What follows belongs to an exercise in optimizing a design on an open flow for small area, a short achievable clock period and few clock cycles per item; a production flow would make more cautious choices. At most, simulation tests tie the RTL to the original design; equivalence was not proved. Only the layout flow was run in runs 1 and 4; the RTL was not checked for function there. Power and IR drop assume default switching activity.

<file path="flow/constraint.sdc">
create_clock -name core_clock -period 5.0 [get_ports {clk}]
set_input_delay 1.0000 -clock core_clock [delete_from_list [all_inputs] [get_ports {clk}]]
set_output_delay 1.0000 -clock core_clock [all_outputs]
set_load 0.01 [all_outputs]
</file>
<file path="flow/flow/run.sh">
#!/bin/bash
# The standard layout, with small buffers on the ports.
set -euo pipefail
bash standard.sh finish "BUFFER_PORTS_ARGS=-buffer_cell sky130_fd_sc_hd__buf_1" > standard.log 2>&1
</file>
<file path="flow/standard.sh">
#!/bin/bash
# synth_recipe.tcl (not shown) runs the flow's synth.tcl, then flattens the netlist and writes it again
# the make line also repeats each setting of config.mk as NAME=value (left out here)
make -C /OpenROAD-flow-scripts/flow DESIGN_CONFIG=/design/flow/config.mk WORK_HOME=/design/flow/orfs CLKGATE_MAP_FILE= SYNTH_SCRIPT=/design/flow/synth_recipe.tcl "${@:-finish}"
</file>
<file path="flow/design.v">
module pkt_validator (
    input  wire        clk,
    input  wire        rst,
    input  wire        in_valid,
    output wire        in_ready,
    input  wire [31:0] in_data,
    input  wire        in_last,
    input  wire [1:0]  in_count,
    output reg         res_valid,
    output wire [2:0]  res_err,
    output wire [5:0]  res_vmask,
    output reg  [2:0]  res_cause,
    output wire [15:0] res_crc_calc,
    output wire [15:0] res_crc_read,
    output wire [10:0] res_apid,
    output wire [13:0] res_seq,
    output wire [16:0] res_plen,
    output wire [7:0]  res_stype,
    output wire [7:0]  res_ssub,
    output wire [7:0]  res_dest,
    output wire [47:0] res_time
);
    function [15:0] t2;
        input [15:0] x;
        begin
            t2[0] = x[0] ^ x[4] ^ x[8] ^ x[11] ^ x[12];
            t2[1] = x[1] ^ x[5] ^ x[9] ^ x[12] ^ x[13];
            t2[2] = x[2] ^ x[6] ^ x[10] ^ x[13] ^ x[14];
            t2[3] = x[3] ^ x[7] ^ x[11] ^ x[14] ^ x[15];
            t2[4] = x[4] ^ x[8] ^ x[12] ^ x[15];
            t2[5] = x[0] ^ x[4] ^ x[5] ^ x[8] ^ x[9] ^ x[11] ^ x[12] ^ x[13];
            t2[6] = x[1] ^ x[5] ^ x[6] ^ x[9] ^ x[10] ^ x[12] ^ x[13] ^ x[14];
            t2[7] = x[2] ^ x[6] ^ x[7] ^ x[10] ^ x[11] ^ x[13] ^ x[14] ^ x[15];
            t2[8] = x[3] ^ x[7] ^ x[8] ^ x[11] ^ x[12] ^ x[14] ^ x[15];
            t2[9] = x[4] ^ x[8] ^ x[9] ^ x[12] ^ x[13] ^ x[15];
            t2[10] = x[5] ^ x[9] ^ x[10] ^ x[13] ^ x[14];
            t2[11] = x[6] ^ x[10] ^ x[11] ^ x[14] ^ x[15];
            t2[12] = x[0] ^ x[4] ^ x[7] ^ x[8] ^ x[15];
            t2[13] = x[1] ^ x[5] ^ x[8] ^ x[9];
            t2[14] = x[2] ^ x[6] ^ x[9] ^ x[10];
            t2[15] = x[3] ^ x[7] ^ x[10] ^ x[11];
        end
    endfunction
    function [15:0] t22;
        input [15:0] x;
        begin
            t22[0] = x[3] ^ x[4] ^ x[6] ^ x[10] ^ x[11] ^ x[12];
            t22[1] = x[4] ^ x[5] ^ x[7] ^ x[11] ^ x[12] ^ x[13];
            t22[2] = x[5] ^ x[6] ^ x[8] ^ x[12] ^ x[13] ^ x[14];
            t22[3] = x[6] ^ x[7] ^ x[9] ^ x[13] ^ x[14] ^ x[15];
            t22[4] = x[0] ^ x[7] ^ x[8] ^ x[10] ^ x[14] ^ x[15];
            t22[5] = x[0] ^ x[1] ^ x[3] ^ x[4] ^ x[6] ^ x[8] ^ x[9] ^ x[10] ^ x[12] ^ x[15];
            t22[6] = x[1] ^ x[2] ^ x[4] ^ x[5] ^ x[7] ^ x[9] ^ x[10] ^ x[11] ^ x[13];
            t22[7] = x[2] ^ x[3] ^ x[5] ^ x[6] ^ x[8] ^ x[10] ^ x[11] ^ x[12] ^ x[14];
            t22[8] = x[0] ^ x[3] ^ x[4] ^ x[6] ^ x[7] ^ x[9] ^ x[11] ^ x[12] ^ x[13] ^ x[15];
            t22[9] = x[0] ^ x[1] ^ x[4] ^ x[5] ^ x[7] ^ x[8] ^ x[10] ^ x[12] ^ x[13] ^ x[14];
            t22[10] = x[0] ^ x[1] ^ x[2] ^ x[5] ^ x[6] ^ x[8] ^ x[9] ^ x[11] ^ x[13] ^ x[14] ^ x[15];
            t22[11] = x[1] ^ x[2] ^ x[3] ^ x[6] ^ x[7] ^ x[9] ^ x[10] ^ x[12] ^ x[14] ^ x[15];
            t22[12] = x[0] ^ x[2] ^ x[6] ^ x[7] ^ x[8] ^ x[12] ^ x[13] ^ x[15];
            t22[13] = x[0] ^ x[1] ^ x[3] ^ x[7] ^ x[8] ^ x[9] ^ x[13] ^ x[14];
            t22[14] = x[1] ^ x[2] ^ x[4] ^ x[8] ^ x[9] ^ x[10] ^ x[14] ^ x[15];
            t22[15] = x[2] ^ x[3] ^ x[5] ^ x[9] ^ x[10] ^ x[11] ^ x[15];
        end
    endfunction
    function [15:0] tinv;
        input [15:0] x;
        begin
            tinv[0] = x[3] ^ x[8];
            tinv[1] = x[4] ^ x[9];
            tinv[2] = x[0] ^ x[5] ^ x[10];
            tinv[3] = x[1] ^ x[6] ^ x[11];
            tinv[4] = x[0] ^ x[2] ^ x[7] ^ x[12];
            tinv[5] = x[1] ^ x[13];
            tinv[6] = x[2] ^ x[14];
            tinv[7] = x[3] ^ x[15];
            tinv[8] = x[0] ^ x[4];
            tinv[9] = x[0] ^ x[1] ^ x[5];
            tinv[10] = x[1] ^ x[2] ^ x[6];
            tinv[11] = x[2] ^ x[3] ^ x[7];
            tinv[12] = x[4];
            tinv[13] = x[0] ^ x[5];
            tinv[14] = x[1] ^ x[6];
            tinv[15] = x[2] ^ x[7];
        end
    endfunction
    reg         stall;        
    assign in_ready = !stall;
    wire acc = in_valid && !stall;
    reg  [31:0] d_r;
    reg         l_r;
    reg  [1:0]  c_r;
    reg         v_r;
    reg         lz_r;         
    wire        in_lz;
    always @(posedge clk) begin
        d_r <= stall ? 32'd0 : in_data;    
        lz_r <= stall || in_lz;
        l_r <= in_last;
        c_r <= in_count;
        if (rst)
            v_r <= 1'b0;
        else
            v_r <= acc;
    end
    wire [7:0] byte0 = d_r[31:24];
    wire [7:0] byte1 = d_r[23:16];
    wire [7:0] byte2 = d_r[15:8];
    wire [7:0] byte3 = d_r[7:0];
    wire ok1 = !l_r || (c_r != 2'd0);
    wire ok2 = !l_r || c_r[1];
    wire ok3 = !l_r || (c_r == 2'd3);
    reg         first;        
    reg         b1, b2, b3;   
    reg  [14:0] bc;           
    reg         c_pos;        
    reg         c_zero;       
    reg         c_m1;         
    reg  [13:0] remb;
    reg         re;
    reg         remb_one;     
    reg  [1:0]  rl;
    reg  [15:0] crc;          
    reg  [1:0]  kc;           
    reg  [15:0] crc_rd;       
    reg         got_lo;       
    reg         f_ver, f_type, f_dfh, f_seg;
    reg  [2:0]  apid_hi;
    reg  [7:0]  apid_lo;
    reg  [5:0]  seq_hi;
    reg  [7:0]  seq_lo;
    reg  [16:0] plen_r;
    reg  [7:0]  stype_r, ssub_r, dest_r;
    reg  [47:0] time_r;
    reg         r_ok, r_g8, r_g9, r_g10, r_g16;
    reg         fin;          
    reg         r_vm5, r_short;
    reg         err_inv, err_mal;
    reg         pend1;
    wire ge2 = !first && !b1;                 
    wire ge3 = ge2 && !b2;
    wire ge4 = ge3 && !b3;
    wire [15:0] lfield = d_r[31:16];
    wire        lf_hi3 = (lfield[15:3] == 13'd0);
    wire        lf_hi0 = lz_r;
    wire h0 = ge2 && c_zero && (rl == 2'd0);
    wire        first_n  = v_r ? l_r : first;
    wire        b1_n     = v_r ? (first && !l_r) : b1;
    wire        ge2_n    = !first_n && !b1_n;
    wire        c_zero_n = !v_r ? c_zero :
                           b1   ? (lf_hi3 && (lfield[2:0] >= 3'd3) && (lfield[2:0] != 3'd7)) :
                           c_pos ? remb_one :
                           1'b0;
    wire [1:0]  rl_n     = (v_r && b1) ? lfield[1:0] + 2'd1 : rl;
    wire        zk_n     = ge2_n && c_zero_n;
    assign      in_lz    = (in_data[31:18] == 14'd0);
    reg         kill1, kill2, kill3;
    always @(posedge clk) begin
        kill1 <= (b1_n && in_lz && in_data[17:16] == 2'd0) || (zk_n && rl_n == 2'd1);
        kill2 <= (b1_n && in_lz && !in_data[17]) || (zk_n && (rl_n == 2'd1 || rl_n == 2'd2));
        kill3 <= (b1_n && in_lz && !(in_data[17] && in_data[16])) || (zk_n && rl_n != 2'd0);
    end
    wire [31:0] dm = {byte0,
                      byte1 & {8{!kill1}},
                      byte2 & {8{!kill2}},
                      byte3 & {8{!kill3}}};
    wire [15:0] crc_in = crc | {16{first}};
    wire [15:0] s4 = t22(crc_in ^ dm[31:16]) ^ t2(dm[15:0]);
    wire step4 = v_r && (first || b1 || (ge2 && (c_pos || (c_zero && rl != 2'd0))));
    wire undo  = !step4 && (kc != 2'd0);
    wire [15:0] crc_nx = step4 ? s4 : undo ? tinv(crc) : 16'd0;
    wire h1  = kill1;
    wire h2  = kill2 && !kill1;
    wire h3  = kill3 && !kill2;
    wire lo0 = ge2 && c_m1 && (rl == 2'd3) && !got_lo;
    wire [7:0] hi_b = ({8{h0}} & byte0) | ({8{h1}} & byte1) |
                      ({8{h2}} & byte2) | ({8{h3}} & byte3);
    wire [7:0] lo_b = ({8{lo0}} & byte0) | ({8{h0}} & byte1) |
                      ({8{h1}} & byte2) | ({8{h2}} & byte3);
    wire hi_here = b1 || (ge2 && c_zero);
    wire lo_here = b1 || (ge2 && c_zero) || lo0;
    wire lo_seen = (h0 && ok1) || (h1 && ok2) || (h2 && ok3) || lo0;
    wire bc_sat = bc[14] && bc[1];           
    wire l_big  = bc_sat || (bc[14] && bc[0] && c_r[1]);
    wire l_ge7  = ge2 || (b1 && c_r[1]);
    wire l_ge8  = ge2 || (b1 && c_r == 2'd3);
    wire l_ge10 = ge3 || (b2 && c_r != 2'd0);
    wire l_ge16 = ge4 || (b3 && c_r == 2'd3);
    wire l_ok   = l_ge7 && !l_big;
    wire [1:0] kc_nx = (v_r && kill3) ? {kill2, kill1 || !kill2} :
                       undo           ? kc - 2'd1 : kc;
    wire fin_nx = (v_r && l_r) || (fin && kc != 2'd0);
    always @(posedge clk) begin
        if (rst) begin
            first     <= 1'b1;
            b1        <= 1'b0;
            b2        <= 1'b0;
            b3        <= 1'b0;
            bc        <= 15'd0;
            kc        <= 2'd0;
            fin       <= 1'b0;
            pend1     <= 1'b0;
            stall     <= 1'b0;
            res_valid <= 1'b0;
        end else begin
            kc        <= kc_nx;
            fin       <= fin_nx;
            pend1     <= fin_nx && (kc_nx == 2'd0);
            stall     <= (acc && in_last) || (fin_nx && kc_nx != 2'd0);
            res_valid <= pend1;
            if (v_r) begin
                first <= l_r;
                b1    <= first && !l_r;
                b2    <= b1 && !l_r;
                b3    <= b2 && !l_r;
                if (l_r)
                    bc <= 15'd0;
                else if (!bc_sat)
                    bc <= bc + 15'd1;
            end
        end
    end
    wire clr_ok  = pend1 && !r_ok;
    wire clr_crc = pend1 && !(r_ok && got_lo);
    always @(posedge clk) begin
        if (step4 || undo || clr_crc)
            crc <= crc_nx;
        if ((v_r && hi_here) || clr_crc)
            crc_rd[15:8] <= hi_b;
        if ((v_r && lo_here) || clr_crc)
            crc_rd[7:0] <= lo_b;
        if ((v_r && first) || clr_ok) begin
            f_ver   <= (byte0[7:5] != 3'd0);
            f_type  <= byte0[4];
            f_dfh   <= !byte0[3] && v_r;
            f_seg   <= (byte2[7:6] != 2'b11) && v_r;
            apid_hi <= byte0[2:0];
            apid_lo <= byte1;
            seq_hi  <= byte2[5:0];
            seq_lo  <= byte3;
        end
        if ((v_r && b1) || clr_ok)
            plen_r  <= ({1'b0, lfield} + 17'd7) & {14'h3FFF, {3{v_r}}};
        if ((v_r && b1) || (pend1 && !r_g8))
            stype_r <= byte3;
        if ((v_r && b2) || (pend1 && !r_g9))
            ssub_r  <= byte0;
        if ((v_r && b2) || (pend1 && !r_g10))
            dest_r  <= byte1;
        if ((v_r && b2) || (pend1 && !r_g16))
            time_r[47:32] <= {byte2, byte3};
        if ((v_r && b3) || (pend1 && !r_g16))
            time_r[31:0] <= d_r;
        if (v_r) begin
            if (first)
                got_lo <= 1'b0;
            else if (lo_seen)
                got_lo <= 1'b1;
            if (b1) begin
                remb   <= lfield[15:2];
                re     <= !(lfield[1] && lfield[0]);
                remb_one <= (lfield[1] && lfield[0]) ? (lfield[15:2] == 14'd1) : (lfield[15:2] == 14'd2);
                rl     <= lfield[1:0] + 2'd1;
                c_pos  <= !lf_hi3 || (lfield[2:0] == 3'd7);
                c_zero <= lf_hi3 && (lfield[2:0] >= 3'd3) && (lfield[2:0] != 3'd7);
                c_m1   <= lf_hi3 && (lfield[2:0] <= 3'd2);
            end else if (c_pos) begin
                remb   <= remb - 14'd1;
                remb_one <= re ? (remb == 14'd3) : (remb == 14'd2);
                c_pos  <= !remb_one;
                c_zero <= remb_one;
            end else if (c_zero) begin
                c_zero <= 1'b0;
                c_m1   <= 1'b1;
            end
            if (l_r) begin
                r_ok  <= l_ok;
                r_g8  <= l_ok && l_ge8;
                r_g9  <= l_ok && ge2;
                r_g10 <= l_ok && l_ge10;
                r_g16 <= l_ok && l_ge16;
            end
        end
    end
    wire [4:0] vm_lo   = {f_seg, f_dfh, f_type, f_ver, !got_lo};
    wire       crc_bad = got_lo && (crc != crc_rd);
    always @(posedge clk) begin
        begin
            r_vm5   <= r_ok && crc_bad;
            r_short <= r_ok && !got_lo;
            err_inv <= !r_ok;
            err_mal <= r_ok && (vm_lo != 5'd0 || crc_bad);
            if (!r_ok)         res_cause <= 3'd0;
            else if (vm_lo[0]) res_cause <= 3'd0;
            else if (vm_lo[1]) res_cause <= 3'd1;
            else if (vm_lo[2]) res_cause <= 3'd2;
            else if (vm_lo[3]) res_cause <= 3'd3;
            else if (vm_lo[4]) res_cause <= 3'd4;
            else if (crc_bad)  res_cause <= 3'd5;
            else               res_cause <= 3'd0;
        end
    end
    assign res_err      = {err_mal, 1'b0, err_inv};
    assign res_vmask    = {r_vm5, f_seg, f_dfh, f_type, f_ver, r_short};
    assign res_crc_calc = crc;
    assign res_crc_read = crc_rd;
    assign res_apid     = {apid_hi, apid_lo};
    assign res_seq      = {seq_hi, seq_lo};
    assign res_plen     = plen_r;
    assign res_stype    = stype_r;
    assign res_ssub     = ssub_r;
    assign res_dest     = dest_r;
    assign res_time     = time_r;
endmodule
</file>
<file path="flow/config.mk">
export PLATFORM = sky130hd
export DESIGN_NAME = pkt_validator
export DESIGN_NICKNAME = pkt_validator
export VERILOG_FILES = /design/flow/design.v
export SDC_FILE = /design/flow/constraint.sdc
export NUM_CORES = 4
export LEC_CHECK = 0
export CAP_MARGIN = 20
export CORE_MARGIN = 2
export CORE_UTILIZATION = 40
export CTS_CLUSTER_DIAMETER = 80
export CTS_CLUSTER_SIZE = 30
export PLACE_DENSITY = 0.6
export SETUP_SLACK_MARGIN = 2.7
export SLEW_MARGIN = 20
</file>
==> results of run 1 <==
==> state kept, by name, summed over array words and instances (netlist names), 6 cells and up <==
signal   flops
time_r      48
crc_rd      16
bc          15
remb        14
plen_r      17
dest_r       8
seq_hi       6
ssub_r       8
apid_lo      8
seq_lo       8
d_r         32
stype_r      8
crc         16
==> area by class of cell <==
| class | instances | area [sq um] |
|---|---|---|
| Antenna cell | 1 | 2.502 |
| Clock buffer | 17 | 382.9 |
| Clock inverter | 7 | 93.84 |
| Fill cell | 2621 | 15050 |
| Inverter | 25 | 95.09 |
| Multi-Input combinational cell | 650 | 4930 |
| Sequential cell | 248 | 6808 |
| Tap cell | 390 | 488.0 |
| Timing Repair Buffer | 300 | 1629 |
==> how the worst min path moves through the flow <==
stage                endpoint  slack (ns)  cells past startpoint
detailed placement     bc[12]        0.48                      2
CTS                    bc[12]        0.50                      2
floorplan           ssub_r[6]        0.42                      0
global route        seq_hi[0]        0.51                      0
global placement       bc[13]        0.47                      2
finish                 bc[12]        0.49                      2
==> worst max-delay path, stage by stage (launching register included) <==
cell	delay, ns
edfxtp_1	0.50
buf_4	0.20
buf_1	0.12
==> cell usage in the layout (no fill, tap or decap), types with 3 or more instances in the layout <==
| master | count |
|---|---|
| a21o_1 | 7 |
| a21oi_1 | 16 |
| a222oi_1 | 16 |
| a31oi_1 | 4 |
| and3_1 | 7 |
| buf_1 | 195 |
| buf_12 | 4 |
| buf_4 | 94 |
| buf_6 | 3 |
| clkbuf_16 | 16 |
| dfxtp_1 | 39 |
| dfxtp_2 | 17 |
| dfxtp_4 | 16 |
| edfxtp_1 | 176 |
| ha_1 | 10 |
| inv_1 | 23 |
| nand2_1 | 81 |
| nand2b_1 | 7 |
| nand3_1 | 15 |
| nand3b_1 | 5 |
| nand4_1 | 7 |
| nand4b_1 | 3 |
| nor2_1 | 81 |
| nor2_2 | 6 |
| nor2_4 | 3 |
| nor2b_1 | 48 |
| nor2b_2 | 4 |
| nor2b_4 | 4 |
| nor3_1 | 18 |
| nor3_2 | 3 |
| nor4_1 | 8 |
| o21ai_0 | 28 |
| o21ai_1 | 16 |
| or3_1 | 17 |
| xnor2_1 | 113 |
| xnor2_2 | 18 |
| xnor3_1 | 26 |
| xnor3_2 | 3 |
| xor2_1 | 42 |
==> power by group <==
part           switching [uW]  internal, uW  total [uW]
logic                    1450          1600        3050
clock network             726           590        1320
registers                 260          2500        2760
total                    2440          4690        7120
==> kinds of logic after synthesis <==
kind of cell,after synthesis
AO/OA/AOI/OAI,103
AND/OR/NAND/NOR,330
XOR/XNOR,204
other,1
adder cells (fa/ha/maj),10
buffers and inverters,97
multiplexers,2
flip-flops,248
==> through the flow <==
step	std cells	utilization	area [sq um]
floorplan	995	-	11950
global placement	1530	0.4393	12950
detailed placement	1530	0.4393	12950
CTS	1585	0.4690	13830
global route	1638	0.4894	14430
finish	1638	0.4894	14430
==> what timing repair did <==
action / 4_1_cts / 5_1_grt
pin swaps: 4 / 22
hold buffers: 0 / 0
resized for setup: 53 / 53
endpoints found under the hold margin: 0 / 0
buffers inserted: 30 / 51
setup endpoints to repair: 92 / 34
cloned: 1 / 1
==> layer usage <==
metal / wire [um] / share of wire / vias up / global-route usage
li1: - / - / 3909 / -
met1: 14440 / 0.42 / 4090 / 0.2922
met4: 1026 / 0.030 / 0 / 0.07094
met2: 15710 / 0.46 / 369 / 0.3283
met3: 2850 / 0.084 / 60 / 0.03630
met5: 0 / 0 / - / 0
==> results.json, run 1 <==
{
  "initial_utilization": 0.4051,
  "r2r_slack_ns": 2.69,
  "cts-htree-levels": 1,
  "drive_gt1_frac": 0.1708,
  "synth_top_area_cell": "edfxtp_1",
  "die_y_um": 176.8,
  "rr_endpoint": "crc[10]",
  "drv_cap": 0,
  "synth-edff-count": 176,
  "ys_warn_count": 1,
  "period_needed_ns": 2.318,
  "gp_congestion": 0.9014,
  "crit_path_start_kind": "flop",
  "grt_max_degree": 46,
  "avgSynthCellArea_sq_um": 12.00,
  "ir_drop_uv": 213.7,
  "synth-xor-area-share": 0.1912,
  "numPortBuffers": 196,
  "synthTopCellsByCount": "176 x edfxtp_1, 123 x xnor2_1, 85 x nor2_1, 82 x nand2_1, 72 x dfxtp_1",
  "dp_slack_ns": 2.001,
  "power_density_nw_per_um2": 493.7,
  "ys_top_cells_by_area": "edfxtp_1 44%, dfxtp_1 12%, xnor2_1 9.0%",
  "vias": 8428,
  "dr.pass1.iters": 5,
  "finalHoldViolCount": 0,
  "slew_violations": 0,
  "wl_um": 34030,
  "cp-endpoint": "res_crc_calc[2]",
  "cts_buffers": 14,
  "fin_nets": 1287,
  "startpoint": "crc[2]",
  "dpl.hpwl_um": 23790,
  "synth.most_common_cell": "edfxtp_1",
  "cp.arrival_ns": 1.32,
  "antenna_found_initial": 1,
  "synth-seq-area-share": 0.5632,
  "drt_iter0_drc": 1010,
  "tightest_slew_ns": 1.049,
  "grt_pass1_wl_um": 48330,
  "ys_seq_elements": 248,
  "p_leak_uw": 0.005317,
  "fin_crit_sh": 0.4636,
  "synthToLayoutAreaGrowth_pct": 20.82,
  "synth_compound_area_frac": 0.05532,
  "synth-simple-area-share": 0.1383,
  "core_sq_um": 29480,
  "rows": 63,
  "routedWlPerCell_um": 20.77,
  "yosysUniqueCellTypes": 58,
  "ff2ff_path_depth": 6,
  "synth_top_family_by_area": "XOR/XNOR gates",
  "hp-start": "bc[12]",
  "grt_overflow_total": 0,
  "cts_buffer_depth": 3,
  "die_area_sq_um": 31250,
  "worstPathMaxFanout": 4,
  "via_per_inst": 5.145,
  "synth.top_cell.area_share": 0.4425,
  "fin_worst_skew_ns": 0.04739,
  "setup_viol": 0,
  "status": "no timing/DRC/antenna violations",
  "worstSetupEndpointType": "output pin",
  "clock.fmax_ghz": 0.4314,
  "tns_ns": 0,
  "slew_headroom": 0.2957,
  "pin_count": 198,
  "globalRouteTotalUtil": 0.2087,
  "clkTransAtPathRegs_ns": 0.11,
  "synthMuxAreaShare": 0.001676,
  "die_w_um": 176.8,
  "clk_latency_ns": 0.51,
  "grt_pass1_vias": 7609,
  "drc": 0,
  "yosys.area_share.adder": 0.01048,
  "rsz0062_at_grt": "yes",
  "clock-sinks": 248,
  "synth_nets": 1043,
  "required_ns": 4.00,
  "worst_slack_ns": 2.682,
  "route.antenna.remaining_nets": 0,
  "synthArstFlopShare": 0,
  "synth_ff_type": "edfxtp_1",
  "cts-root-buf": "clkbuf_16",
  "hold_class": "flop to flop",
  "syn_area_sq_um": 11940,
  "holdWs_ns": 0.4944,
  "reg2reg_from": "crc[15]",
  "syn_inst": 995,
  "critPathKind": "flop to output pin",
  "power_uw": 7123,
  "cts_tree": "yes"
}
==> run 2: changes to the inputs <==
--- a/flow/design.v
+++ b/flow/design.v
@@ -169,3 +169,7 @@
     wire undo  = !step4 && (kc != 2'd0);
-    wire [15:0] crc_nx = step4 ? s4 : undo ? tinv(crc) : 16'd0;
+    wire clr_ok  = pend1 && !r_ok;
+    wire clr_crc = pend1 && !(r_ok && got_lo);
+    wire        hold  = !step4 && !undo && !clr_crc;
+    wire [15:0] crc_nx = ({16{step4}} & s4) | ({16{undo}} & tinv(crc)) |
+                         ({16{hold}} & crc);
     wire h1  = kill1;
@@ -221,7 +225,4 @@
     end
-    wire clr_ok  = pend1 && !r_ok;
-    wire clr_crc = pend1 && !(r_ok && got_lo);
     always @(posedge clk) begin
-        if (step4 || undo || clr_crc)
-            crc <= crc_nx;
+        crc <= crc_nx;
         if ((v_r && hi_here) || clr_crc)
--- a/flow/config.mk
+++ b/flow/config.mk
@@ -13,3 +13,3 @@
 export PLACE_DENSITY = 0.6
-export SETUP_SLACK_MARGIN = 2.7
+export SETUP_SLACK_MARGIN = 3.0
 export SLEW_MARGIN = 20
==> run 2 against run 1 <==
Compared with the run above:
- final cell count rose by 0.73%
- global-route usage rose by 1.2 points
- non-clock buffer count fell by 4
- highest routed layer unchanged
- synthesized cell count rose by 2.7%
- first-iteration DRC count fell by 5.9%
- design area rose by 1.3%
- still clean
- clock-buffer cell count rose by 2
- register-to-register slack improved by 0.21 ns
==> results.json, run 2 <==
{
  "crit_chain": "buf_1",
  "critical_path.max_stage_delay_ns": 0.49,
  "cp.arrival_ns": 1.14,
  "grt_pass1_vias": 8271,
  "hp-start": "fin",
  "nFillCells": 2560,
  "die_y_um": 173.7,
  "ys_warn_count": 1,
  "dp_slack_ns": 2.115,
  "p_leak_uw": 0.005539,
  "period_needed_ns": 2.142,
  "fin_crit_sh": 0.4285,
  "synthArstFlopShare": 0,
  "synthToLayoutAreaGrowth_pct": 26.93,
  "synth-edff-count": 160,
  "drt_iter0_drc": 950,
  "drive_gt1_frac": 0.3096,
  "synth.top_cell.area_share": 0.4173,
  "cts_buffers": 15,
  "power_density_nw_per_um2": 478.0,
  "grt_overflow_total": 0,
  "hold_class": "flop to flop",
  "hold_path_depth": 2,
  "layout_commonest_cell": "edfxtp_1",
  "via_per_inst": 5.158,
  "core_sq_um": 28550,
  "finalHoldViolCount": 0,
  "rsz0062_at_grt": "yes",
  "synth.most_common_cell": "xnor2_1",
  "rows": 62,
  "crit_path_start_kind": "flop",
  "drc": 0,
  "synth_nets": 1070,
  "critPathTopFamily": "flip-flops",
  "gp_congestion": 0.8469,
  "cts-htree-levels": 1,
  "ys_seq_elements": 248,
  "dr.pass1.iters": 10,
  "vias": 8511,
  "route.antenna.remaining_nets": 0,
  "grt_max_degree": 44,
  "synth_ff_type": "edfxtp_1",
  "ir_drop_uv": 207.4,
  "drv_cap": 0,
  "fin_cells": 1650,
  "critPathKind": "flop to output pin",
  "slew_violations": 0,
  "cp_num_buf_inv": 1,
  "largest_register_ffs": 48,
  "grtUsageMet3": 0.04627,
  "clkTransAtPathRegs_ns": 0.11,
  "synth_top_area_cell": "edfxtp_1",
  "reg2reg_from": "d_r[20]",
  "use_met2": 0.3645,
  "worstSetupEndpointType": "output pin",
  "top_usage_layer": "met2",
  "synth-seq-area-share": 0.5704,
  "clock-sinks": 248,
  "setup_viol": 0,
  "tightest_slew_ns": 0.8904,
  "fin_worst_skew_ns": 0.03605,
  "grtUsageMet1": 0.2851,
  "max_flop_register": "time_r",
  "avgSynthCellArea_sq_um": 11.26,
  "cts_tree": "yes",
  "antenna_cells": 0,
  "worstPathMaxFanout": 2,
  "die_w_um": 173.7,
  "clock.fmax_ghz": 0.4668,
  "cts-root-buf": "clkbuf_16",
  "ys_top_cells_by_area": "edfxtp_1 42%, dfxtp_1 15%, xnor2_1 12%",
  "wl_um": 34760,
  "status": "no timing/DRC/antenna violations",
  "r2r_slack_ns": 2.90,
  "globalRouteTotalUtil": 0.2207,
  "routedWlPerCell_um": 21.07,
  "cts_buffer_depth": 3,
  "dpl.hpwl_um": 23250,
  "fin_nets": 1306,
  "slew_headroom": 0.4050,
  "final_cell_mix": "160 x edfxtp_1, 132 x xnor2_1, 96 x nor2_1, 92 x buf_4, 83 x clkbuf_2",
  "ff2ff_path_depth": 8,
  "cp.depth": 1,
  "post-route-util": 0.5119,
  "initial_utilization": 0.4033,
  "min_to": "fin",
  "placed_cells": 1537,
  "worst_slack_ns": 2.858,
  "cp_slowest_cell": "edfxtp_1",
  "required_ns": 4.00,
  "tns_ns": 0,
  "syn_inst": 1022,
  "antenna_found_initial": 0,
  "clk_latency_ns": 0.50,
  "synthTopCellsByCount": "162 x xnor2_1, 160 x edfxtp_1, 108 x nor2_1, 88 x dfxtp_1, 80 x nand2_1",
  "grt_pass1_wl_um": 50190,
  "numPortBuffers": 196,
  "die_area_sq_um": 30150,
  "largest_registers": "time_r: 48 flops, d_r: 32 flops, plen_r: 17 flops",
  "syn_area_sq_um": 11510,
  "rr_endpoint": "crc[6]",
  "pin_count": 198,
  "holdWs_ns": 0.5244,
  "yosysUniqueCellTypes": 57
}
## run 2: cell types whose count changed after synthesis, moves of 16 or more
cell	change
dfxtp_1	+16
edfxtp_1	-16
nor2_1	+23
or3_1	-16
xnor2_1	+39
xnor3_1	-27
## run 2: worst max path at each step
stage | startpoint | to | slack [ns]
detailed placement | b1 | pend1 | 2.12
finish | crc_rd[13] | res_crc_read[13] | 2.86
global placement | b1 | pend1 | 2.13
CTS | crc_rd[13] | res_crc_read[13] | 2.86
floorplan | in_data[20] | kill1 | 2.92
global route | stall | in_ready | 2.84
## run 2: kinds of logic after synthesis
family / Yosys count / synth area share
other: 1 / 0.0003257
AO/OA/AOI/OAI: 115 / 0.06695
buffers and inverters: 103 / 0.04141
AND/OR/NAND/NOR: 320 / 0.1321
multiplexers: 5 / 0.004348
XOR/XNOR: 220 / 0.1737
adder cells (fa/ha/maj): 10 / 0.01087
flip-flops: 248 / 0.5704
## run 2: routing by layer
metal  part of all wire  vias up  wire length [um]
met4              0.036        0              1256
met3              0.077       78              2673
li1                   -     3947                 -
met5                  0        -                 0
met1               0.41     4107             14220
met2               0.48      379             16610
## run 2: repair_timing
item,CTS,global route
pin swaps,16,16
gates cloned,2,1
endpoints found under the hold margin,0,0
hold buffers,0,0
endpoints found under the setup margin,317,206
setup buffers,59,26
resized for setup,179,172
## run 2: stage by stage
stage	instance area (sq um)	total power (uW)
2_1_floorplan	11530	4478
3_3_place_gp	12460	5003
3_5_place_dp	12460	5020
4_1_cts	13860	6702
5_1_grt	14610	7315
6_report	14610	6984
## run 2: final cells by class
class	instances	area [sq um]	area share
Inverter	25	100.1	0.006850
Multi-Input combinational cell	672	4927	0.3372
Clock inverter	6	75.07	0.005137
Timing Repair Buffer	296	1917	0.1312
Tap cell	384	480.5	0.03288
Sequential cell	248	6713	0.4594
Clock buffer	19	400.4	0.02740
## run 2: power breakdown
| group | switching, uW | internal [uW] |
|---|---|---|
| combinational | 1520 | 1460 |
| clock | 714 | 605 |
| sequential | 236 | 2460 |
Testbench counts of run 2, summed over its fixed seeds: cycles 113,228, packets 1,280.
==> run 3: changes to the inputs <==
--- a/flow/config.mk
+++ b/flow/config.mk
@@ -13,3 +13,3 @@
 export PLACE_DENSITY = 0.6
-export SETUP_SLACK_MARGIN = 3.0
+export SETUP_SLACK_MARGIN = 2.7
 export SLEW_MARGIN = 20
==> run 3 against run 2 <==
Compared with the run above:
- worst setup slack lost 0.15 ns
- largest power group is now registers
- utilization shrank 4.7 points
- register-to-register slack lost 0.19 ns
- worst hold slack lost 0.019 ns
- area after synthesis is the same
- non-clock buffer count shrank 71
- still clean
==> results.json, run 3 <==
{
  "status": "no timing/DRC/antenna violations",
  "antenna_cells": 0,
  "critPathTopFamily": "XOR/XNOR gates",
  "yosysUniqueCellTypes": 57,
  "via_per_inst": 5.034,
  "rsz0062_at_grt": "yes",
  "final_cell_mix": "196 x buf_1, 160 x edfxtp_1, 159 x xnor2_1, 106 x nor2_1, 79 x nand2_1",
  "fin_worst_skew_ns": 0.03010,
  "setup_viol": 0,
  "ys_seq_elements": 248,
  "die_w_um": 173.7,
  "p_leak_uw": 0.004539,
  "initial_utilization": 0.4033,
  "synth_ff_type": "edfxtp_1",
  "min_to": "err_inv",
  "fin_cells": 1579,
  "routedWlPerCell_um": 20.46,
  "synth_nets": 1070,
  "cts_buffer_depth": 3,
  "antenna_found_initial": 0,
  "fin_nets": 1234,
  "required_ns": 5.39,
  "synthTopCellsByCount": "162 x xnor2_1, 160 x edfxtp_1, 108 x nor2_1, 88 x dfxtp_1, 80 x nand2_1",
  "cp.arrival_ns": 2.68,
  "worstSetupEndpointType": "flop",
  "cp_common_cell": "xnor2_2",
  "vias": 7948,
  "hold_path_depth": 1,
  "wirelength_met1_um": 13670,
  "synth-seq-area-share": 0.5704,
  "hold_class": "flop to flop",
  "numPortBuffers": 196,
  "syn_area_sq_um": 11510,
  "rows": 62,
  "cts_tree": "yes",
  "clk_latency_ns": 0.51,
  "ff2ff_path_depth": 8,
  "synth-edff-count": 160,
  "synth.top_cell.area_share": 0.4173,
  "largest_register_ffs": 48,
  "cts-root-buf": "clkbuf_16",
  "syn_inst": 1022,
  "synthArstFlopShare": 0,
  "synth.most_common_cell": "xnor2_1",
  "grt_overflow_total": 0,
  "critical_path.max_stage_delay_ns": 0.50,
  "crit_chain": "buf_12 -> and2b_4 -> xnor2_2 -> xnor2_2 -> xnor3_2 -> xnor2_2 -> xnor2_1 -> a221o_1",
  "globalRouteTotalUtil": 0.2109,
  "gp_congestion": 0.8697,
  "worstPathMaxFanout": 16,
  "grt_pass1_wl_um": 48580,
  "rr_endpoint": "crc[6]",
  "tightest_slew_ns": 0.8509,
  "tns_ns": 0,
  "grt_max_degree": 44,
  "drt_iter0_drc": 1107,
  "drv_cap": 0,
  "cts-htree-levels": 1,
  "drc": 0,
  "clkTransAtPathRegs_ns": 0.11,
  "pin_count": 198,
  "finalHoldViolCount": 0,
  "slew_violations": 0,
  "ys_warn_count": 1,
  "ys_top_cells_by_area": "edfxtp_1 42%, dfxtp_1 15%, xnor2_1 12%",
  "cp.depth": 8,
  "reg2reg_from": "kill1",
  "clock-sinks": 248,
  "ir_drop_uv": 233.7,
  "slew_headroom": 0.4314,
  "dr.pass1.iters": 9,
  "hold_buffers": 0,
  "cts_buffers": 15,
  "nFillCells": 2704,
  "crit_path_start_kind": "flop",
  "avgSynthCellArea_sq_um": 11.26,
  "die_y_um": 173.7,
  "synth_top_area_cell": "edfxtp_1",
  "cp_slowest_cell": "xnor3_2",
  "synthToLayoutAreaGrowth_pct": 15.24,
  "top_layer": "met4",
  "placed_cells": 1546,
  "met3_wirelength_um": 2234,
  "critPathKind": "flop to flop",
  "hp-start": "r_ok",
  "largest_registers": "time_r: 48 flops, d_r: 32 flops, plen_r: 17 flops",
  "core_sq_um": 28550,
  "clock.fmax_ghz": 0.4365,
  "route.antenna.remaining_nets": 0,
  "max_flop_register": "time_r",
  "wl_um": 32310,
  "r2r_slack_ns": 2.71,
  "layout_commonest_cell": "buf_1",
  "drive_gt1_frac": 0.08117,
  "power_density_nw_per_um2": 490.2,
  "power_uw": 6503,
  "dpl.hpwl_um": 23290,
  "die_area_sq_um": 30150,
  "grt_pass1_vias": 7813,
  "fin_crit_sh": 0.4581,
  "cp_num_buf_inv": 1,
  "period_needed_ns": 2.291,
  "wl_met2_um": 15400
}
==> run 3: report_power, final <==
part           switching (uW)  total [uW]  internal [uW]
combinational            1200        2280           1080
clock                     786        1410            622
sequential                386        2810           2430
total                    2370        6500           4130
==> run 3: cells by family (layout without fill, tap and decap cells) <==
family / count (synthesis) / count (layout) / synth area share
AND/OR/NAND/NOR: 320 / 320 / 0.1321
flip-flops: 248 / 248 / 0.5704
XOR/XNOR: 220 / 220 / 0.1737
AO/OA/AOI/OAI: 115 / 115 / 0.06695
buffers and inverters: 103 / 276 / 0.04141
adder cells (fa/ha/maj): 10 / 10 / 0.01087
multiplexers: 5 / 5 / 0.004348
other: 1 / 1 / 0.0003257
==> run 3: layout make-up <==
type | instances | area (sq um) | area share
clock inverter | 8 | 140.1 | 0.01056
tap | 384 | 480.5 | 0.03622
multi-input combinational | 671 | 4546 | 0.3426
inverter | 25 | 97.59 | 0.007356
sequential | 248 | 6600 | 0.4975
timing repair buffer | 225 | 1016 | 0.07658
clock buffer | 18 | 386.6 | 0.02914
==> run 3: how the worst max path moves through the flow <==
stage | start | end | slack, ns
2_1_floorplan | v_r | apid_hi[0] | 2.78
3_3_place_gp | b1 | pend1 | 2.11
3_5_place_dp | b1 | pend1 | 2.04
4_1_cts | b1 | pend1 | 2.65
5_1_grt | kill1 | crc[6] | 2.66
6_report | kill1 | crc[6] | 2.71
==> run 3: what timing repair did <==
action,CTS,global route
gates cloned,0,1
buffers inserted,0,6
gates resized for setup,25,21
pin swaps,1,3
setup endpoints to repair,31,33
==> run 3: metrics by stage <==
stage               cell area [sq um]  hold WS [ns]    util  worst slack (ns)
floorplan                       11520        0.4202       -             2.777
global placement                12510        0.4877  0.4384             2.110
detailed placement              12540        0.4795  0.4393             2.044
CTS                             13120        0.4990  0.4595             2.654
global route                    13270        0.5308  0.4647             2.657
finish                          13270        0.5054  0.4647             2.709
==> run 3: per-layer routing <==
metal / vias to the layer above / track usage
met5: - / 0
met4: 0 / 0.06583
li1: 3805 / -
met1: 3801 / 0.2788
met2: 288 / 0.3483
met3: 54 / 0.04452
==> run 4: changes to the inputs <==
--- a/flow/design.v
+++ b/flow/design.v
@@ -165,4 +165,3 @@
                       byte3 & {8{!kill3}}};
-    wire [15:0] crc_in = crc | {16{first}};
-    wire [15:0] s4 = t22(crc_in ^ dm[31:16]) ^ t2(dm[15:0]);
+    wire [15:0] s4 = t22(crc ^ dm[31:16]) ^ t2(dm[15:0]);
     wire step4 = v_r && (first || b1 || (ge2 && (c_pos || (c_zero && rl != 2'd0))));
@@ -171,5 +170,6 @@
     wire clr_crc = pend1 && !(r_ok && got_lo);
-    wire        hold  = !step4 && !undo && !clr_crc;
+    wire        cinit = res_valid || rst;
+    wire        hold  = !step4 && !undo && !clr_crc && !cinit;
     wire [15:0] crc_nx = ({16{step4}} & s4) | ({16{undo}} & tinv(crc)) |
-                         ({16{hold}} & crc);
+                         ({16{hold}} & crc) | {16{cinit}};
     wire h1  = kill1;
@@ -211,3 +211,3 @@
             pend1     <= fin_nx && (kc_nx == 2'd0);
-            stall     <= (acc && in_last) || (fin_nx && kc_nx != 2'd0);
+            stall     <= (acc && in_last) || fin_nx;
             res_valid <= pend1;
==> run 4 against run 3 <==
Compared with the run above:
- critical path type is now flop to output pin
- clock skew decreased by 0.011 ns
- area after synthesis increased by 0.25%
- non-clock buffer count decreased by 9
==> results.json, run 4 <==
{
  "hp-start": "r_ok",
  "die_area_sq_um": 30230,
  "initial_utilization": 0.4043,
  "swShare": 0.3564,
  "synthTopCellsByCount": "160 x edfxtp_1, 123 x xnor2_1, 88 x dfxtp_1, 76 x nand2_1, 75 x nor2_1",
  "ir_drop_uv": 344.1,
  "p_int_uw": 4761,
  "fin_area_sq_um": 13260,
  "synth.most_common_cell": "edfxtp_1",
  "critical_path.max_stage_delay_ns": 0.52,
  "critPathKind": "flop to output pin",
  "finalHoldViolCount": 0,
  "fin_nets": 1175,
  "ys_warn_count": 1,
  "cp.arrival_ns": 1.24,
  "rows": 62,
  "synth-edff-count": 160,
  "r2r_slack_ns": 2.79,
  "drc": 0,
  "synth_top_area_cell": "edfxtp_1",
  "syn_inst": 959,
  "yosysUniqueCellTypes": 62,
  "hold_buffers": 0,
  "clk_latency_ns": 0.51,
  "antenna_found_initial": 0,
  "cts_tree": "yes",
  "largest_registers": "time_r: 48 flops, d_r: 32 flops, plen_r: 17 flops",
  "synth_ff_type": "edfxtp_1",
  "cts_buffer_depth": 3,
  "drv_cap": 0,
  "power_uw": 7397,
  "status": "no timing/DRC/antenna violations",
  "rr_endpoint": "crc[8]",
  "clock.fmax_ghz": 0.4463,
  "wl_um": 31640,
  "synth_nets": 1007,
  "synth-seq-area-share": 0.5690,
  "dpl.hpwl_um": 23240,
  "nFillCells": 2703,
  "rsz0062_at_grt": "yes",
  "tns_ns": 0,
  "largest_register_ffs": 48,
  "cts-htree-levels": 1,
  "worstSetupEndpointType": "output pin",
  "crit_path_start_kind": "flop",
  "synth-xor-area-share": 0.1897,
  "post-route-util": 0.4645,
  "layout_commonest_cell": "buf_1",
  "fin_worst_skew_ns": 0.01957,
  "cp_num_buf_inv": 1,
  "cts-root-buf": "clkbuf_16",
  "gp_congestion": 0.8356,
  "clkTransAtPathRegs_ns": 0.11,
  "dr.pass1.iters": 9,
  "die_y_um": 173.9,
  "switching_power_uw": 2636,
  "core_sq_um": 28550,
  "syn_area_sq_um": 11540,
  "slew_headroom": 0.4133,
  "synthMuxAreaShare": 0.003578,
  "period_needed_ns": 2.241,
  "grt_max_degree": 43,
  "p_leak_uw": 0.004650,
  "multi_input_area_sq_um": 4641,
  "tightest_slew_ns": 0.8780,
  "grt_pass1_wl_um": 47260,
  "crit_chain": "buf_1",
  "vias": 7735,
  "power_density_nw_per_um2": 557.9,
  "place_area_sq_um": 12570,
  "drt_iter0_drc": 804,
  "required_ns": 4.00,
  "globalRouteTotalUtil": 0.2073,
  "fin_crit_sh": 0.4481,
  "slew_violations": 0,
  "cp.depth": 1,
  "seqCellArea_sq_um": 6614,
  "critPathTopFamily": "flip-flops",
  "ff2ff_path_depth": 7,
  "ys_top_cells_by_area": "edfxtp_1 42%, dfxtp_1 15%, xnor2_1 9.3%",
  "synthArstFlopShare": 0,
  "hold_class": "flop to flop",
  "avgSynthCellArea_sq_um": 12.03,
  "synth-simple-area-share": 0.1190,
  "synth.top_cell.area_share": 0.4163,
  "pin_count": 198,
  "max_flop_register": "time_r",
  "yosys.area_share.adder": 0.01084,
  "ys_seq_elements": 248,
  "numPortBuffers": 196,
  "reg2reg_from": "kill1",
  "clock-sinks": 248,
  "startpoint": "crc[4]",
  "pwr-share-comb": 0.450,
  "grt_overflow_total": 0,
  "grt_pass1_vias": 7588,
  "synth_compound_area_frac": 0.06960,
  "antenna_cells": 0,
  "routedWlPerCell_um": 20.83,
  "drive_gt1_frac": 0.1004,
  "cp_slowest_cell": "dfxtp_2",
  "cts_buffers": 14,
  "pwr-share-seq": 0.369,
  "setup_viol": 0,
  "route.antenna.remaining_nets": 0,
  "clkPwrFrac": 0.181,
  "final_cell_mix": "195 x buf_1, 160 x edfxtp_1, 120 x xnor2_1, 76 x nand2_1, 73 x nor2_1",
  "synthToLayoutAreaGrowth_pct": 14.89,
  "die_w_um": 173.9,
  "via_per_inst": 5.092,
  "synth_top_family_by_area": "XOR/XNOR gates",
  "cp-endpoint": "res_crc_calc[4]",
  "worstPathMaxFanout": 8
}
## run 4: how the worst min path moves through the flow
stage | to | slack, ns | cells after the start
floorplan | ssub_r[5] | 0.42 | 0
global placement | ssub_r[6] | 0.46 | 0
detailed placement | err_inv | 0.48 | 1
CTS | err_inv | 0.50 | 1
global route | ssub_r[6] | 0.52 | 0
finish | err_inv | 0.49 | 1
## run 4: final cells by class
cell class,instances,area share
flip-flops and latches,248,0.4988
multi-input cells,616,0.3500
repair buffers,216,0.06945
well taps,384,0.03624
clock buffers,17,0.02888
inverters,31,0.008776
clock inverters,7,0.007832
## run 4: per-stage QoR
| step | hold WS (ns) | instances | setup slack, ns |
|---|---|---|---|
| 6_report | 0.4893 | 1519 | 2.759 |
| 5_1_grt | 0.5150 | 1519 | 2.649 |
| 4_1_cts | 0.4952 | 1516 | 2.624 |
| 3_5_place_dp | 0.4785 | 1492 | 2.252 |
| 3_3_place_gp | 0.4585 | 1492 | 2.298 |
| 2_1_floorplan | 0.4202 | 959 | 2.707 |
## run 4: cell families (layout without fill, tap and decap cells)
kind of cell	after synthesis	in the layout
muxes	4	4
other	1	1
xor gates and xnor gates	201	201
AOI/OAI and AO/OA	119	119
DFF	248	248
and+or+nand+nor	281	281
buffers and inverters	95	271
adders and majority gates	10	10
## run 4: routing by layer
| metal | track usage | part of all wire | routed length, um |
|---|---|---|---|
| met3 | 0.03224 | 0.057 | 1818 |
| met1 | 0.2634 | 0.41 | 12970 |
| met4 | 0.08333 | 0.039 | 1246 |
| met2 | 0.3546 | 0.49 | 15600 |
| met5 | 0 | 0 | 0 |
## run 4: what timing repair did
action	4_1_cts	5_1_grt
buffers inserted	0	2
setup endpoints to repair	69	29
gates cloned	0	1
pin swaps	0	1
gates resized for setup	31	25
## run 4: power groups by stage
stage / clock network, uW / registers, uW / logic (uW)
2_1_floorplan: 0 / 2610 / 2660
3_3_place_gp: 0 / 2760 / 3260
3_5_place_dp: 0 / 2760 / 3240
4_1_cts: 1370 / 2730 / 3280
5_1_grt: 1430 / 2770 / 3540
6_report: 1340 / 2730 / 3330
==> run 5: changes to the inputs <==
--- a/flow/design.v
+++ b/flow/design.v
@@ -92,7 +92,4 @@
     reg         v_r;
-    reg         lz_r;         
-    wire        in_lz;
     always @(posedge clk) begin
         d_r <= stall ? 32'd0 : in_data;    
-        lz_r <= stall || in_lz;
         l_r <= in_last;
@@ -143,3 +140,2 @@
     wire        lf_hi3 = (lfield[15:3] == 13'd0);
-    wire        lf_hi0 = lz_r;
     wire h0 = ge2 && c_zero && (rl == 2'd0);
@@ -154,3 +150,3 @@
     wire        zk_n     = ge2_n && c_zero_n;
-    assign      in_lz    = (in_data[31:18] == 14'd0);
+    wire        in_lz    = (in_data[31:18] == 14'd0);
     reg         kill1, kill2, kill3;
--- a/flow/config.mk
+++ b/flow/config.mk
@@ -9,6 +9,6 @@
 export CORE_MARGIN = 2
-export CORE_UTILIZATION = 40
+export CORE_UTILIZATION = 50
 export CTS_CLUSTER_DIAMETER = 80
 export CTS_CLUSTER_SIZE = 30
-export PLACE_DENSITY = 0.6
+export PLACE_DENSITY = 0.7
 export SETUP_SLACK_MARGIN = 2.7
==> run 5 against run 4 <==
Compared with the run above:
- clock power decreased by 5%
- die area decreased by 21%
- fmax decreased by 1.8%
- worst hold slack got worse by 0.022 ns
- sequential cell count unchanged
- area after synthesis decreased by 1.7%
- design area decreased by 3.1%
- utilization increased by 11 points
- final cell count decreased by 7.4%
==> results.json, run 5 <==
{
  "initial_utilization": 0.5056,
  "avgSynthCellArea_sq_um": 11.88,
  "synthArstFlopShare": 0,
  "synth_top_area_cell": "edfxtp_1",
  "slew_violations": 0,
  "gp_congestion": 0.9295,
  "layout_commonest_cell": "buf_1",
  "synthTopCellsByCount": "160 x edfxtp_1, 114 x xnor2_1, 88 x dfxtp_1, 85 x nand2_1, 78 x nor2_1",
  "cts_buffers": 13,
  "finalHoldViolCount": 0,
  "cts_tree": "yes",
  "globalRouteTotalUtil": 0.2498,
  "cts-htree-levels": 1,
  "dr.pass1.iters": 7,
  "numPortBuffers": 196,
  "grtUsageMet3": 0.04091,
  "synth.most_common_cell": "edfxtp_1",
  "multi_input_area_sq_um": 4471,
  "p_leak_uw": 0.004588,
  "rows": 55,
  "fin_nets": 1164,
  "top_usage_layer": "met2",
  "final_cell_mix": "196 x buf_1, 160 x edfxtp_1, 109 x xnor2_1, 85 x nand2_1, 77 x nor2_1",
  "cp_num_buf_inv": 1,
  "grt_pass1_wl_um": 45270,
  "use_met2": 0.4230,
  "synth-edff-count": 160,
  "rsz0062_at_grt": "yes",
  "power_density_nw_per_um2": 554.5,
  "fin_worst_skew_ns": 0.01963,
  "cp_slowest_cell": "dfxtp_1",
  "worstSetupEndpointType": "output pin",
  "ys_warn_count": 1,
  "tns_ns": 0,
  "max_flop_register": "time_r",
  "holdWs_ns": 0.4670,
  "wl_um": 30300,
  "fin_crit_sh": 0.4565,
  "antenna_found_initial": 1,
  "ir_drop_uv": 459.4,
  "period_needed_ns": 2.283,
  "status": "no timing/DRC/antenna violations",
  "cp.arrival_ns": 1.28,
  "critical_path.max_stage_delay_ns": 0.55,
  "worstPathMaxFanout": 5,
  "required_ns": 4.00,
  "synth_nets": 1003,
  "hold_buffers": 0,
  "drc": 0,
  "clk_latency_ns": 0.49,
  "die_y_um": 154.6,
  "via_per_inst": 5.618,
  "cts_buffer_depth": 3,
  "nFillCells": 1879,
  "grt_max_degree": 42,
  "die_area_sq_um": 23900,
  "synthToLayoutAreaGrowth_pct": 13.33,
  "synth-seq-area-share": 0.5789,
  "grtUsageMet1": 0.3264,
  "routedWlPerCell_um": 21.54,
  "die_w_um": 154.6,
  "core_sq_um": 22430,
  "crit_path_start_kind": "flop",
  "syn_inst": 955,
  "power_uw": 7127,
  "tightest_slew_ns": 0.9918,
  "vias": 7905,
  "clkTransAtPathRegs_ns": 0.11,
  "hold_class": "flop to flop",
  "cts-root-buf": "clkbuf_16",
  "grt_overflow_total": 0,
  "largest_registers": "time_r: 48 flops, d_r: 32 flops, plen_r: 17 flops",
  "largest_register_ffs": 48,
  "seqCellArea_sq_um": 6616,
  "crit_chain": "buf_1",
  "critPathKind": "flop to output pin",
  "clock-sinks": 248,
  "clock.fmax_ghz": 0.4381,
  "drive_gt1_frac": 0.08556,
  "route.antenna.remaining_nets": 0,
  "pin_count": 198,
  "drv_cap": 0,
  "critPathTopFamily": "flip-flops",
  "ys_seq_elements": 248,
  "synth_ff_type": "edfxtp_1",
  "setup_viol": 0,
  "yosysUniqueCellTypes": 58,
  "drt_iter0_drc": 700,
  "dpl.hpwl_um": 21220,
  "ys_top_cells_by_area": "edfxtp_1 42%, dfxtp_1 16%, xnor2_1 8.8%",
  "slew_headroom": 0.3344,
  "synth.top_cell.area_share": 0.4236,
  "syn_area_sq_um": 11340,
  "grt_pass1_vias": 7601,
  "antenna_cells": 0
}
-- run 5: cell families (layout without fill, tap and decap cells) --
logic type | after synthesis | count (layout) | synth area share
xor gates and xnor gates | 195 | 195 | 0.1785
buffers and inverters | 91 | 258 | 0.03431
other | 1 | 1 | 0.0003306
AOI/OAI and AO/OA | 115 | 115 | 0.06884
adders and majority gates | 10 | 10 | 0.01103
DFF | 248 | 248 | 0.5789
muxes | 4 | 4 | 0.003640
and+or+nand+nor | 291 | 291 | 0.1244
-- run 5: area by class of cell --
type / count / share of cell area
tap: 285 / 0.02774
clock inverter: 6 / 0.009053
sequential: 248 / 0.5147
timing repair buffer: 214 / 0.06775
inverter: 23 / 0.007009
multi-input combinational: 616 / 0.3478
clock buffer: 15 / 0.02589
-- run 5: worst paths after layout --
kind | start | end | slack, ns | depth (start not counted)
worst min-delay path | d_r[27] | ssub_r[3] | 0.47 | 0
worst max-delay path | crc[11] | res_crc_calc[11] | 2.72 | 1
worst max register to register | kill3 | crc[9] | 2.79 | 6
worst min register to register | d_r[27] | ssub_r[3] | 0.47 | 0
-- run 5: repair_timing --
action / CTS / global route
resized for setup: 27 / 21
endpoints found under the setup margin: 64 / 20
pin swaps: 0 / 2
buffers inserted: 4 / 3
hold endpoints to repair: 0 / 0
-- run 5: power breakdown --
group	internal, uW	leakage, uW	switching, uW
Sequential	2380	0.00220	368
Clock	606	0.000212	665
Combinational	1670	0.00218	1440
Total	4660	0.00459	2470
-- run 5: metal layers --
metal	vias to the layer above	routed length [um]
li1	3616	-
met1	3842	12030
met2	373	14810
met3	72	2260
met4	2	1187
met5	-	11
-- run 5: metrics by stage --
step                instance area (sq um)  utilization  setup WS [ns]  instances
global route                        12850       0.5730          2.689       1407
finish                              12850       0.5730          2.717       1407
CTS                                 12760       0.5687          2.701       1404
global placement                    12220       0.5446          2.475       1379
detailed placement                  12220       0.5447          2.417       1379
floorplan                           11350            -          2.881        955
-- run 5: worst reg2reg max path, delay by kind of cell (launching register included) --
kind,cells,cell delay (ns)
flops,1,0.74
xor+xnor,4,1.13
simple gates,1,0.13
compound gates,1,0.09
Testbench counts of run 5, summed over its fixed seeds: cycles 114,500, packets 1,280.
==> run 6: changes to the inputs <==
--- a/flow/config.mk
+++ b/flow/config.mk
@@ -13,3 +13,3 @@
 export PLACE_DENSITY = 0.7
-export SETUP_SLACK_MARGIN = 2.7
+export SETUP_SLACK_MARGIN = 2.8
 export SLEW_MARGIN = 20
==> run 6 against run 5 <==
Compared with the run above:
- largest power group unchanged
- global-route usage about the same
- worst setup slack improved by 0.075 ns
- register-to-register slack improved by 0.10 ns
- first-iteration DRC count increased by 10%
==> results.json, run 6 <==
{
  "die_w_um": 154.6,
  "initial_utilization": 0.5056,
  "largest_register_ffs": 48,
  "tns_ns": 0,
  "critPathKind": "flop to output pin",
  "vias": 7886,
  "core_sq_um": 22430,
  "p_leak_uw": 0.004631,
  "cp.arrival_ns": 1.21,
  "slew_headroom": 0.3274,
  "critical_path.max_stage_delay_ns": 0.48,
  "numPortBuffers": 196,
  "grt_overflow_total": 0,
  "met3_wirelength_um": 2306,
  "dr.pass1.iters": 8,
  "antenna_found_initial": 1,
  "clk_latency_ns": 0.49,
  "fin_nets": 1168,
  "routedWlPerCell_um": 21.51,
  "synth.most_common_cell": "edfxtp_1",
  "synth-seq-area-share": 0.5789,
  "crit_path_start_kind": "flop",
  "wirelength_met1_um": 11940,
  "critPathTopFamily": "flip-flops",
  "grt_pass1_wl_um": 45330,
  "hold_class": "flop to flop",
  "required_ns": 4.00,
  "die_area_sq_um": 23900,
  "synthArstFlopShare": 0,
  "clkTransAtPathRegs_ns": 0.10,
  "synth-edff-count": 160,
  "fin_crit_sh": 0.4415,
  "syn_inst": 955,
  "via_per_inst": 5.589,
  "power_density_nw_per_um2": 553.1,
  "ys_seq_elements": 248,
  "ir_drop_uv": 457.8,
  "wl_met2_um": 15090,
  "rows": 55,
  "top_layer": "met5",
  "period_needed_ns": 2.208,
  "cts_buffer_depth": 3,
  "finalHoldViolCount": 0,
  "hold_buffers": 0,
  "drt_iter0_drc": 770,
  "route.antenna.remaining_nets": 0,
  "grt_max_degree": 42,
  "wl_um": 30360,
  "synthToLayoutAreaGrowth_pct": 14.58,
  "synth_nets": 1003,
  "max_flop_register": "time_r",
  "antenna_cells": 0,
  "cp_num_buf_inv": 1,
  "gp_congestion": 0.9295,
  "power_uw": 7188,
  "slew_violations": 0,
  "drc": 0,
  "yosysUniqueCellTypes": 58,
  "post-route-util": 0.5793,
  "avgSynthCellArea_sq_um": 11.88,
  "pin_count": 198,
  "worstPathMaxFanout": 5,
  "largest_registers": "time_r: 48 flops, d_r: 32 flops, plen_r: 17 flops",
  "layout_commonest_cell": "buf_1",
  "clock-sinks": 248,
  "synthTopCellsByCount": "160 x edfxtp_1, 114 x xnor2_1, 88 x dfxtp_1, 85 x nand2_1, 78 x nor2_1",
  "crit_chain": "buf_1",
  "cts-root-buf": "clkbuf_16",
  "ys_warn_count": 1,
  "seqCellArea_sq_um": 6665,
  "dpl.hpwl_um": 21220,
  "clock.fmax_ghz": 0.4530,
  "cp_slowest_cell": "dfxtp_2",
  "fin_worst_skew_ns": 0.02021,
  "die_y_um": 154.6,
  "cts-htree-levels": 1,
  "globalRouteTotalUtil": 0.2499,
  "synth_top_area_cell": "edfxtp_1",
  "tightest_slew_ns": 1.002,
  "synth_ff_type": "edfxtp_1",
  "multi_input_area_sq_um": 4534,
  "drive_gt1_frac": 0.1012,
  "rsz0062_at_grt": "yes",
  "cts_buffers": 13,
  "status": "no timing/DRC/antenna violations",
  "setup_viol": 0,
  "syn_area_sq_um": 11340,
  "drv_cap": 0,
  "grt_pass1_vias": 7629,
  "cts_tree": "yes",
  "nFillCells": 1858,
  "worstSetupEndpointType": "output pin",
  "final_cell_mix": "196 x buf_1, 160 x edfxtp_1, 107 x xnor2_1, 85 x nand2_1, 77 x nor2_1",
  "synth.top_cell.area_share": 0.4236,
  "ys_top_cells_by_area": "edfxtp_1 42%, dfxtp_1 16%, xnor2_1 8.8%"
}
[run 6: changes by cell type in the layout (fill, tap and decap cells not counted), sizes merged]
cell / delta
buf: +4
[run 6: what timing repair did]
| item | CTS | global route |
|---|---|---|
| resized for setup | 47 | 34 |
| pin swaps | 1 | 3 |
| setup endpoints to repair | 76 | 59 |
| buffers inserted | 7 | 4 |
[run 6: cell type report]
| type | instances | area share |
|---|---|---|
| clock inverter | 6 | 0.008954 |
| inverter | 23 | 0.006932 |
| timing repair buffer | 218 | 0.06932 |
| sequential | 248 | 0.5129 |
| multi-input combinational | 616 | 0.3489 |
| tap | 285 | 0.02744 |
| clock buffer | 15 | 0.02561 |
[run 6: worst paths after layout]
| path | start | end | slack (ns) | cells past startpoint |
|---|---|---|---|---|
| max | crc[11] | res_crc_calc[11] | 2.79 | 1 |
| min reg2reg | d_r[27] | ssub_r[3] | 0.47 | 0 |
| max reg2reg | crc_rd[4] | res_cause[0] | 2.89 | 6 |
| min | d_r[27] | ssub_r[3] | 0.47 | 0 |
[run 6: cell families (layout without fill, tap and decap cells)]
kind of cell / after synthesis / count (layout) / share of synthesized area
buffers and inverters: 91 / 262 / 0.03431
AOI/OAI and AO/OA: 115 / 115 / 0.06884
adders and majority gates: 10 / 10 / 0.01103
DFF: 248 / 248 / 0.5789
xor gates and xnor gates: 195 / 195 / 0.1785
and+or+nand+nor: 291 / 291 / 0.1244
muxes: 4 / 4 / 0.003640
other: 1 / 1 / 0.0003306
[run 6: report_power, final]
part           internal [uW]  total [uW]  switching [uW]
clock                    606        1270             665
combinational           1700        3150            1450
sequential              2390        2770             371
total                   4700        7190            2480
[run 6: routing by layer]
metal,global-route usage,up-vias
li1,-,3627
met1,0.3240,3811
met2,0.4260,388
met3,0.04175,58
met4,0.08951,2
met5,0,-
[run 6: through the flow]
step	hold slack, ns	setup slack, ns	std cells	cell area (sq um)
floorplan	0.4202	2.881	955	11350
detailed placement	0.4572	2.417	1379	12220
global placement	0.4478	2.475	1379	12220
CTS	0.4759	2.791	1407	12820
global route	0.4914	2.780	1411	13000
finish	0.4711	2.792	1411	13000
==> run 7: changes to the inputs <==
--- a/flow/config.mk
+++ b/flow/config.mk
@@ -9,7 +9,7 @@
 export CORE_MARGIN = 2
-export CORE_UTILIZATION = 50
+export CORE_UTILIZATION = 40
 export CTS_CLUSTER_DIAMETER = 80
 export CTS_CLUSTER_SIZE = 30
-export PLACE_DENSITY = 0.7
-export SETUP_SLACK_MARGIN = 2.8
+export PLACE_DENSITY = 0.6
+export SETUP_SLACK_MARGIN = 2.9
 export SLEW_MARGIN = 20
==> run 7 against run 6 <==
Compared with the run above:
- design area grew 6.9%
- register-to-register slack gained 0.06 ns
- total power grew 7.6%
- sequential share of layout area shrank 3.1 points
- worst hold slack gained 0.020 ns
- worst setup slack gained 0.026 ns
- utilization shrank 8.1 points
- fmax grew 1.2%
- critical endpoint is now res_crc_read[12]
- largest power group unchanged
==> results.json, run 7 <==
{
  "layout_commonest_cell": "edfxtp_1",
  "clkTransAtPathRegs_ns": 0.11,
  "synthTopCellsByCount": "160 x edfxtp_1, 114 x xnor2_1, 88 x dfxtp_1, 85 x nand2_1, 78 x nor2_1",
  "gp_congestion": 0.9157,
  "synth_top_area_cell": "edfxtp_1",
  "critPathKind": "flop to output pin",
  "cts_buffer_depth": 3,
  "max_flop_register": "time_r",
  "grt_overflow_total": 0,
  "ys_top_cells_by_area": "edfxtp_1 42%, dfxtp_1 16%, xnor2_1 8.8%",
  "rsz0062_at_grt": "yes",
  "die_w_um": 172.4,
  "grt_pass1_wl_um": 47700,
  "ff2ff_path_depth": 6,
  "worstPathMaxFanout": 2,
  "worstSetupEndpointType": "output pin",
  "ys_seq_elements": 248,
  "avgSynthCellArea_sq_um": 11.88,
  "reg2reg_from": "d_r[20]",
  "ir_drop_uv": 347.9,
  "routedWlPerCell_um": 21.02,
  "hold_buffers": 0,
  "finalHoldViolCount": 0,
  "tns_ns": 0,
  "route.antenna.remaining_nets": 0,
  "synth-seq-area-share": 0.5789,
  "crit_chain": "clkbuf_2",
  "largest_register_ffs": 48,
  "antenna_cells": 0,
  "antenna_found_initial": 0,
  "fin_cells": 1558,
  "dpl.hpwl_um": 23020,
  "rr_endpoint": "crc[0]",
  "power_density_nw_per_um2": 556.6,
  "grt_pass1_vias": 7751,
  "drv_cap": 0,
  "dr.pass1.iters": 7,
  "tightest_slew_ns": 0.8717,
  "critPathTopFamily": "flip-flops",
  "die_area_sq_um": 29720,
  "yosysUniqueCellTypes": 58,
  "p_leak_uw": 0.005092,
  "min_to": "apid_hi[0]",
  "placed_cells": 1481,
  "globalRouteTotalUtil": 0.2176,
  "cp_num_buf_inv": 1,
  "hp-start": "d_r[24]",
  "slew_violations": 0,
  "synth_nets": 1003,
  "final_cell_mix": "160 x edfxtp_1, 159 x buf_1, 102 x xnor2_1, 84 x nand2_1, 76 x nor2_1",
  "hold_class": "flop to flop",
  "die_y_um": 172.4,
  "ys_warn_count": 1,
  "pin_count": 198,
  "initial_utilization": 0.4071,
  "nFillCells": 2528,
  "vias": 8112,
  "core_sq_um": 27860,
  "largest_registers": "time_r: 48 flops, d_r: 32 flops, plen_r: 17 flops",
  "cts-root-buf": "clkbuf_16",
  "rows": 61,
  "synthArstFlopShare": 0,
  "status": "no timing/DRC/antenna violations",
  "via_per_inst": 5.207,
  "slew_headroom": 0.4175,
  "cts_tree": "yes",
  "fin_worst_skew_ns": 0.02299,
  "synth.top_cell.area_share": 0.4236,
  "syn_area_sq_um": 11340,
  "numPortBuffers": 196,
  "cts_buffers": 15,
  "fin_nets": 1220,
  "cp_slowest_cell": "edfxtp_1",
  "holdWs_ns": 0.4913,
  "setup_viol": 0,
  "critical_path.max_stage_delay_ns": 0.50,
  "grt_max_degree": 42,
  "period_needed_ns": 2.182,
  "r2r_slack_ns": 2.95,
  "syn_inst": 955,
  "required_ns": 4.00,
  "cp.depth": 1,
  "fin_crit_sh": 0.4364,
  "hold_path_depth": 0,
  "clock.fmax_ghz": 0.4583,
  "drive_gt1_frac": 0.1915,
  "clk_latency_ns": 0.51,
  "drc": 0,
  "clock-sinks": 248,
  "crit_path_start_kind": "flop",
  "drt_iter0_drc": 869,
  "synthToLayoutAreaGrowth_pct": 22.46,
  "synth-edff-count": 160,
  "cts-htree-levels": 1,
  "synth_ff_type": "edfxtp_1",
  "cp.arrival_ns": 1.18,
  "wl_um": 32750,
  "synth.most_common_cell": "edfxtp_1"
}
[run 7: routing by layer]
metal / routed length (um) / GRT usage / part of all wire
met2: 16210 / 0.3823 / 0.49
met1: 13010 / 0.2726 / 0.40
met5: 0 / 0 / 0
met4: 1151 / 0.06650 / 0.035
met3: 2377 / 0.03937 / 0.073
[run 7: timing repair]
item                       CTS  global route
buffers inserted            32            20
hold endpoints to repair     0             0
setup endpoints to repair  102            97
cloned                       0             0
pin swaps                    2            11
resized for setup           95            79
[run 7: kinds of logic after synthesis]
logic type	Yosys count	share of synthesized area
compound gates	115	0.06884
xor+xnor	195	0.1785
fa+ha+maj	10	0.01103
buf+inv	91	0.03431
flops	248	0.5789
mux	4	0.003640
other cells	1	0.0003306
simple gates	291	0.1244
[run 7: how the worst max path moves through the flow]
stage                from                to
6_report       crc_rd[12]  res_crc_read[12]
3_3_place_gp        kill1            crc[0]
5_1_grt            f_type      res_vmask[2]
3_5_place_dp          v_r             kc[0]
2_1_floorplan     d_r[26]            crc[7]
4_1_cts            f_type      res_vmask[2]
[run 7: metrics by stage]
step / worst slack (ns) / total power, uW / util / area, sq um
after global routing: 2.789 / 8082 / 0.4986 / 13890
after floorplan: 2.917 / 5079 / - / 11350
final: 2.818 / 7731 / 0.4986 / 13890
after CTS: 2.790 / 7542 / 0.4837 / 13470
after detailed placement: 2.343 / 5824 / 0.4455 / 12410
after global placement: 2.457 / 5804 / 0.4455 / 12410
[run 7: final cells by class]
type,instances,area (sq um),area share
Sequential cell,248,6694,0.4819
Timing Repair Buffer,268,1434,0.1032
Tap cell,378,473.0,0.03405
Clock buffer,16,379.1,0.02729
Inverter,23,90.09,0.006486
Clock inverter,9,135.1,0.009729
Multi-Input combinational cell,616,4684,0.3373
[run 7: report_power, final]
part           switching (uW)  internal (uW)
sequential                233           2400
clock                     784            611
combinational            1720           1980
total                    2730           5000

what the ideal ports hide:
The flow's constraints put no driver on any port. The routed layouts listed below were extracted and timed again, unchanged, in two steps. Step 1 (the two cells are an assumption about what drives the block):
set clk [get_ports {clk}]
set_driving_cell -lib_cell sky130_fd_sc_hd__clkbuf_16 $clk
set_driving_cell -lib_cell sky130_fd_sc_hd__buf_2 [delete_from_list [all_inputs] $clk]
Step 2, shift: input delay + t, output delay - t, t = (earliest + latest rising clock arrival at the registers) / 2. This alone moves slack from input paths to output paths. a / b / c = ideal / step 1 / step 2; a / b = the first two.
run | t, ns | slack for setup (ns) | hold WS [ns] | worst setup path after step 2
run 1 | 0.543 | 2.682 / 2.626 / 2.604 | 0.494 / 0.494 / 0.494 | input to register
run 2 | 0.528 | 2.858 / 2.812 / 2.630 | 0.524 / 0.524 / 0.524 | input to register
run 3 | 0.545 | 2.709 / 2.685 / 2.572 | 0.505 / 0.505 / 0.505 | input to register
run 4 | 0.549 | 2.759 / 2.710 / 2.417 | 0.489 / 0.489 / 0.489 | input to register
run 5 | 0.524 | 2.717 / 2.672 / 2.485 | 0.467 / 0.467 / 0.467 | input to register
run 6 | 0.526 | 2.792 / 2.746 / 2.489 | 0.471 / 0.471 / 0.471 | input to register
run 7 | 0.542 | 2.818 / 2.770 / 2.623 | 0.491 / 0.491 / 0.491 | input to register
After both steps setup and hold are still met in every run listed. The setup slack of run 4, which loses most, moves by -0.049 ns with the drivers and by -0.342 ns with both steps.
